This is an optimization exercise on Yosys and OpenROAD, whose aim is small area, not a production implementation.
In this exercise RTL edits were held to simulation tests only and were not proved equivalent to the original.
Power figures rest on the tool's default switching activity, not on a simulated workload.

==> config.mk <==
export PLATFORM = sky130hd
export DESIGN_NAME = gfig_rx
export DESIGN_NICKNAME = gfig_rx
export VERILOG_FILES = /design/flow/design.v
export SDC_FILE = /design/flow/constraint.sdc
export NUM_CORES = 4
export LEC_CHECK = 0
export CAP_MARGIN = 20
export CORE_MARGIN = 2
export CORE_UTILIZATION = 40
export SLEW_MARGIN = 20
==> constraint.sdc <==
create_clock -name core_clock -period 14.0 [get_ports {clk}]
set_input_delay 2.8000 -clock core_clock [delete_from_list [all_inputs] [get_ports {clk}]]
set_output_delay 2.8000 -clock core_clock [all_outputs]
set_load 0.01 [all_outputs]
==> design.v <==
module gfig_rx (
    input  wire         clk,
    input  wire         rst,         
    input  wire         in_valid,
    input  wire [7:0]   in_data,
    input  wire         in_last,
    output wire         in_ready,
    output reg          rep_valid,
    output reg  [2:0]   rep_code,
    output wire [279:0] rep_data
);
    localparam integer N = 39;               
    localparam [7:0] M0 = 8'hB2;
    localparam [7:0] M1 = 8'hA1;
    localparam [15:0] CRC_MAGIC = 16'hC0AB;  
    localparam [3:0] S_RECV  = 4'd0;
    localparam [3:0] S_LOOP  = 4'd1;
    localparam [3:0] S_SCAN  = 4'd2;
    localparam [3:0] S_HDR   = 4'd3;
    localparam [3:0] S_HDRT  = 4'd4;
    localparam [3:0] S_ABS   = 4'd5;
    localparam [3:0] S_RWAIT = 4'd6;
    localparam [3:0] S_CLEAR = 4'd7;
    localparam [3:0] S_CHK   = 4'd8;
    reg [8*N-1:0] rr;        
    reg [8*N-1:0] pr;        
    reg [5:0] ph;            
    wire [5:0] ph_n = (ph == N-1) ? 6'd0 : ph + 6'd1;
    wire [7:0] x = rr[8*N-1 -: 8];
    reg [3:0]  st;
    reg [5:0]  hd;           
    reg [5:0]  ln;           
    reg [5:0]  p0;           
    reg [5:0]  k;            
    reg [3:0]  inv;
    reg [15:0] crc;
    reg        ok;           
    reg        cm;           
    reg        nz;           
    reg        mg;           
    reg        ux;           
    reg        pb;           
    reg        mal;          
    reg        ini;          
    reg [1:0]  tp;
    function [15:0] crc_byte;
        input [15:0] c;
        input [7:0]  b;
        integer j;
        reg [15:0] r;
        begin
            r = c ^ {b, 8'h00};
            for (j = 0; j < 8; j = j + 1)
                r = r[15] ? ((r << 1) ^ 16'h1021) : (r << 1);
            crc_byte = r;
        end
    endfunction
    wire [15:0] crc_nx = crc_byte(crc, x);
    wire [6:0] tsum = {1'b0, hd} + {1'b0, ln};
    wire [5:0] tl = (tsum >= N) ? tsum - N : tsum[5:0];
    assign in_ready = (st == S_RECV) && (ph == tl);
    wire take = in_valid && in_ready;
    reg [5:0] n2, n1, lastf;
    always @* begin
        case (tp)
            2'd1:    begin n2 = 6'd14; n1 = 6'd15; lastf = 6'd12; end
            2'd2:    begin n2 = 6'd62; n1 = 6'd63; lastf = 6'd38; end
            default: begin n2 = 6'd12; n1 = 6'd13; lastf = 6'd11; end
        endcase
    end
    wire rd_abs = (st == S_ABS) && (ln != 6'd0) && (ph == hd);
    wire pwr = rd_abs && (k >= 6'd4) && (k <= lastf);
    wire [7:0] rr_in = take ? in_data : x;
    wire [7:0] pr_in = pwr ? x : (st == S_CLEAR) ? 8'h00 : pr[8*N-1 -: 8];
    genvar g;
    generate
        for (g = 0; g < 35; g = g + 1) begin : g_rep
            assign rep_data[8*g +: 8] = pr[8*(N-1-g) +: 8];
        end
    endgenerate
    always @(posedge clk) begin
        rr <= {rr[8*N-9:0], rr_in};
        pr <= {pr[8*N-9:0], pr_in};
    end
    always @(posedge clk) begin
        if (rst) begin
            st        <= S_CLEAR;
            ini       <= 1'b1;
            mal       <= 1'b0;
            ph        <= 6'd0;
            p0        <= 6'd0;
            hd        <= 6'd0;
            ln        <= 6'd0;
            inv       <= 4'd0;
            cm        <= 1'b0;
            nz        <= 1'b0;
            mg        <= 1'b0;
            ux        <= 1'b0;
            pb        <= 1'b0;
            rep_valid <= 1'b0;
            rep_code  <= 3'd0;
        end else begin
            ph        <= ph_n;
            rep_valid <= 1'b0;
            case (st)
                S_RECV: begin
                    if (take) begin
                        ln <= ln + 6'd1;
                        if (in_last)
                            st <= S_LOOP;
                    end
                end
                S_LOOP: begin
                    if (cm) begin
                        st <= (ln == 6'd0) ? S_RECV : S_ABS;
                    end else if (!(nz || ln >= 6'd8 || (ux && ln >= 6'd7) || (mg && ln >= 6'd6))) begin
                        st <= S_RECV;
                    end else if (mg) begin
                        st <= S_HDR;
                    end else begin
                        if (!nz)
                            pb <= 1'b0;
                        ux <= 1'b0;
                        st <= S_SCAN;
                    end
                end
                S_SCAN: begin
                    if (ln == 6'd0) begin
                        nz <= 1'b1;
                        st <= S_RECV;
                    end else if (ph == hd) begin
                        hd <= ph_n;
                        ln <= ln - 6'd1;
                        pb <= (x == M0);
                        if (pb && x == M1) begin
                            nz  <= 1'b0;
                            mg  <= 1'b1;
                            crc <= CRC_MAGIC;
                            st  <= (ln >= 6'd3) ? S_HDR : S_RECV;
                        end
                    end
                end
                S_HDR: begin
                    if (ph == hd) begin
                        ok  <= (x == 8'h01);
                        crc <= crc_nx;
                        st  <= S_HDRT;
                    end
                end
                S_HDRT: begin
                    mg  <= 1'b0;
                    crc <= crc_nx;
                    if (x == 8'h01 || x == 8'h02 || x == 8'h03) begin
                        cm <= 1'b1;
                        tp <= x[1:0];
                        k  <= 6'd4;
                        hd <= ph_n;
                        ln <= ln - 6'd2;
                        st <= S_ABS;
                    end else begin
                        ux        <= 1'b1;
                        inv       <= inv + 4'd1;
                        rep_valid <= 1'b1;
                        rep_code  <= 3'd4;
                        st        <= S_CHK;
                    end
                end
                S_ABS: begin
                    if (ln == 6'd0) begin
                        st <= S_RECV;
                    end else if (ph == hd) begin
                        hd <= ph_n;
                        ln <= ln - 6'd1;
                        k  <= k + 6'd1;
                        if (k == 6'd4)
                            p0 <= ph;
                        if (k < n2)
                            crc <= crc_nx;
                        else
                            ok <= ok && (x == ((k == n2) ? crc[7:0] : crc[15:8]));
                        if (k == n1) begin
                            cm <= 1'b0;
                            st <= S_RWAIT;
                        end
                    end
                end
                S_RWAIT: begin
                    if (ph_n == p0) begin
                        if (ok) begin
                            inv       <= 4'd0;
                            rep_valid <= 1'b1;
                            rep_code  <= {1'b0, tp};
                            mal       <= 1'b0;
                        end else begin
                            inv <= inv + 4'd1;
                            mal <= 1'b1;
                        end
                        st <= S_CLEAR;
                    end
                end
                S_CLEAR: begin
                    if (ph_n == p0) begin
                        ini <= 1'b0;
                        if (ini) begin
                            st <= S_RECV;
                        end else if (mal) begin
                            rep_valid <= 1'b1;
                            rep_code  <= 3'd5;
                            st        <= S_CHK;
                        end else begin
                            st <= S_LOOP;
                        end
                    end
                end
                S_CHK: begin
                    if (inv > 4'd10) begin
                        inv       <= 4'd0;
                        ln        <= 6'd0;
                        nz        <= 1'b0;
                        ux        <= 1'b0;
                        mg        <= 1'b0;
                        rep_valid <= 1'b1;
                        rep_code  <= 3'd6;
                    end
                    st <= S_LOOP;
                end
                default: st <= S_RECV;
            endcase
        end
    end
endmodule
==> run.sh <==
#!/bin/bash
# synth_recipe.tcl (not shown) runs the flow's synth.tcl, then flattens the netlist and writes it again
# the make line also repeats each setting of config.mk as NAME=value (left out here)
make -C /OpenROAD-flow-scripts/flow DESIGN_CONFIG=/design/flow/config.mk WORK_HOME=/design/flow/orfs CLKGATE_MAP_FILE= SYNTH_SCRIPT=/design/flow/synth_recipe.tcl finish
==> summary.txt <==
The pin count of the biggest net entering global routing is 48. Of the cells placed in the final design, the portion with a size suffix greater than 1 is 0.0811. The number of buffer cells added on primary ports came out at 296. The number of clock sinks came out at roughly 690.

The number of failing setup endpoints in the final timing report came out at 0. The first global-routing pass estimated between 50 and 60 mm of wire. The count of unresolved DRC violations after routing came out at 0. The largest individual stage delay along the critical path comes from the cell clkdlybuf4s50_1. The detail-routed net length per standard cell is 15.4 um. The top-level port count came out at just under 300. The clock period minus worst slack is 6.91 ns. dfxtp_1 takes more of the synthesized area than any other cell. Detailed placement ended at an HPWL of 24.8 mm. The CTS H-tree depth is 3. The iteration count of the initial detailed-routing pass is 5. Traced cell by cell, the critical path runs through ha_1 > inv_1 > fa_1 > xnor2_1 > nand3_1 > o21a_1 > a2111oi_0 > a211o_1 > nand2_1 > nor4b_1 > clkdlybuf4s50_1.

By area the synthesized netlist is led by dfxtp_1 (68%), buf_4 (11%), edfxtp_1 (3.8%). The total congestion overflow after global routing came out at 0. Among all flip-flop cells after synthesis, the most frequent one is dfxtp_1. STA classifies the critical path endpoint as an output pin. Row generation in the floorplan step produced 81 rows. The synthesized netlist contains 70 unique library cells. For this run, the number of Yosys warnings is 1. The required time of the critical path came out at around 11 ns. The post-synthesis sequential area ratio is 0.714. The post-synthesis async set-or-reset flop share is 0.

The number of global-route vias before repair is about 10k. The height of the chip came out at 226 um. The leakage power of the design is 9.13 nW. The total die area is roughly 50000 um2. The flow ran to the end and the layout has no timing, DRC or antenna violations. Across the run, the number of max-cap violations was 0. Of the total synthesized cell area, the portion taken by XOR and XNOR cells is 0.0297. The most utilized layer in the global route result is met2.

The combined area of all synthesized cells came out at 19800 um2. The CTS tree is built. The number of flops mapped to enable cells by yosys came out at 25. The largest family of logic cells by synthesized area is buffers and inverters. The number of inserted diodes came out at 0.

The portion of synthesized area spent on multiplexers is 0.00962. The path class of the tightest hold or removal check is reg2reg. For this design the ratio of total power to cell area is 196 nW/um2.

The maximum frequency from static timing analysis is approximately 140 MHz. In the post-synthesis netlist, the cell with the most instances is dfxtp_1. By count the netlist is led by dfxtp_1 (667), buf_4 (280), nor2_1 (73). The worst-skew pair later-pin latency came out at between 0.5 and 0.6 ns. The final hold violation count is 0. The area share of the largest cell type after synthesis came out at 0.676. The arrival time at the worst endpoint came out at between 4 and 5 ns. The starting density of the core came out at 0.405. The routed design has approximately 35 mm of wire. Dividing the final minimum period by the clock period gives 0.494. The final cell utilization of the core came out at 0.484.

After clock tree synthesis, the clock-pin slew on the worst setup and hold paths is around 0.060 ns. For this run, global-route usage on met2 was measured as 0.214. The via-per-instance ratio is 4.35.

The quantity of hold-fixing buffers added after cts came out at 0. The die span in x came out at roughly 230 um. The last weighted congestion value of the routability-driven placer came out at around 0.84.

The actual slew at the worst max-slew pin is slightly above 1 ns. The residual antenna-violating net count after detailed routing came out at 0. The delay of the slowest critical-path stage is a little under 0.6 ns. The complex-gate fraction of the synthesized area is 0.0498.

The basic-gate share of the synthesized area counting and, or, nand and nor cells is 0.0593. The global-route track usage on met3 is 0.0457. Of the total synthesized cell area, the portion taken by full adders, half adders and majority gates is 0.0198. The kind of start point of the critical path is a flop. The global-route track usage on met1 came out at 0.175.

The maximum fanout encountered on the critical timing path came out at 10. The total core area is between 40000 and 50000 um2. The total number of vias came out at between 10k and 15k.

In this run, CTS created clock tree buffers numbering 69. Setup total negative slack on the finished layout was measured at 0 ns. After clock tree synthesis, the repair step resized 0 gates. Setup repair after global routing left no endpoint under its margin. The maximum count of clock buffers along a single path came out at 3. The maximum resistive drop on vdd came out at roughly 0.00011 V. The total routing usage reported by global routing is 0.137. The mean cell area of the mapped netlist came out at approximately 13 um2. Clock tree synthesis selected as its root buffer the cell clkbuf_16. Counting every instance in the synthesized netlist gives 1527. Measured against its own limit, the worst slew margin works out to 0.311. The number of post-CTS setup repair buffers came out at 0. For the final database, setup skew stands at 0.0185 ns. The critical path in this run is classified as reg2out.

The DRC marker count from the first detailed-route iteration came out at roughly 530. The layout overhead on the synthesized area is 19.8%. The layout net count is roughly 1.6k.

The post-synth net total came out at 1569. The number of pins exceeding their max-slew limit in the final report came to 0. Counting flops and latches in the post-synthesis netlist gives between 600 and 700. The initial antenna violation count came out at 0.
==> flip-flops by register name, indices dropped and copies added (netlist names), 2 cells and up <==
| register | flops |
|---|---|
| st | 4 |
| ph | 6 |
| crc | 16 |
| hd | 6 |
| tp | 2 |
| ln | 6 |
| rep_code | 3 |
| inv | 4 |
| p0 | 6 |
| pr | 312 |
| rr | 312 |
| k | 6 |
==> kinds of logic (layout without fill, tap and decap cells) <==
logic type / Yosys count / in the layout
buffers and inverters: 340 / 453
multiplexers: 18 / 18
AND/OR/NAND/NOR: 237 / 237
adder cells (fa/ha/maj): 30 / 30
XOR/XNOR: 63 / 63
flip-flops: 692 / 692
AO/OA/AOI/OAI: 147 / 147
==> cells in the final DEF (no fill, tap or decap), types with 5 or more instances in the layout <==
cell | Yosys | routed
nor3_1 | 22 | 22
clkdlybuf4s50_1 | 0 | 296
mux2i_1 | 10 | 10
or3_1 | 9 | 9
mux2_2 | 8 | 8
a21o_1 | 6 | 6
and2_1 | 5 | 5
clkbuf_8 | 0 | 16
edfxtp_1 | 25 | 25
nor2_1 | 73 | 73
inv_1 | 33 | 33
a211oi_1 | 11 | 10
or2_2 | 5 | 5
nand2_1 | 44 | 44
o21ai_0 | 36 | 36
xor2_1 | 23 | 23
nor2b_1 | 7 | 7
dfxtp_1 | 667 | 667
xnor2_1 | 37 | 37
a21oi_1 | 33 | 33
clkinv_2 | 0 | 6
nand4_1 | 8 | 8
nand3_1 | 21 | 21
o21a_1 | 5 | 5
and3_1 | 5 | 5
nand2b_1 | 13 | 13
ha_1 | 28 | 28
clkbuf_16 | 0 | 71
nor4_1 | 7 | 7
o22ai_1 | 6 | 6
clkbuf_1 | 21 | 14
==> metal layers <==
metal	vias up	part of all wire	wire, um
li1	4876	-	-
met3	71	0.082	2900
met5	-	0	0
met2	324	0.45	15800
met4	0	0.032	1130
met1	4745	0.44	15600
==> power breakdown <==
part | internal [mW] | total [mW] | switching, mW | leakage, nW
registers | 2.11 | 2.21 | 0.0953 | 5.60
clock network | 1.08 | 1.80 | 0.724 | 1.12
logic | 0.287 | 0.638 | 0.351 | 2.40
==> stage by stage <==
stage | std cells | setup slack [ns] | area [um2] | total power [mW] | hold slack [ns]
finish | 2304 | 7.09 | 23700 | 4.65 | 0.306
CTS | 2304 | 7.07 | 23700 | 4.71 | 0.310
floorplan | 1527 | 8.47 | 19800 | 2.70 | 0.310
global placement | 2183 | 7.79 | 21400 | 2.88 | 0.310
detailed placement | 2183 | 7.71 | 21400 | 2.89 | 0.312
global route | 2304 | 6.80 | 23700 | 4.87 | 0.317
==> final timing paths <==
check	startpoint	end	slack, ns	depth (start not counted)
min	pr[8]	pr[16]	0.31	0
max reg2reg	ln[0]	st[1]	9.35	12
max	ln[0]	in_ready	7.09	11
min reg2reg	pr[8]	pr[16]	0.31	0
==> final cells by class <==
type / instances / area [um2]
inverters: 33 / 124
clock buffers: 101 / 2050
flip-flops and latches: 692 / 14100
clock inverters: 20 / 236
fillers: 4294 / 25200
multi-input cells: 495 / 3330
repair buffers: 299 / 2990
well taps: 664 / 831
==> worst max-delay path: cells and delay by family, from the launching register on <==
| kind | cells | cell delay [ns] |
|---|---|---|
| compound gates | 3 | 0.86 |
| simple gates | 3 | 0.49 |
| buf+inv | 2 | 0.65 |
| flops | 1 | 0.53 |
| fa+ha+maj | 2 | 0.66 |
| xor+xnor | 1 | 0.34 |

## what the ideal ports hide
Ports are ideal in the flow. The routed layout listed here was re-timed in OpenROAD. Step 1 (the two cells are an assumption about what drives the block):
set clk [get_ports {clk}]
set_driving_cell -lib_cell sky130_fd_sc_hd__clkbuf_16 $clk
set_driving_cell -lib_cell sky130_fd_sc_hd__buf_2 [delete_from_list [all_inputs] $clk]
Step 2 times the ports against the registers' clock, not the clock port: input delays grow and output delays shrink by t, the midpoint of the rising clock arrivals with the driver on. a / b / c = ideal / step 1 / step 2; a / b = the first two.
t (ns): 0.625
setup WS [ns]: 7.087 / 7.038 / 7.662
hold slack, ns: 0.306 / 0.306 / 0.306
worst slew at a driven data input, ns: 0.03
After both steps setup and hold are still met in this run. The setup slack of this run moves by -0.049 ns with the drivers and by +0.575 ns with both steps.
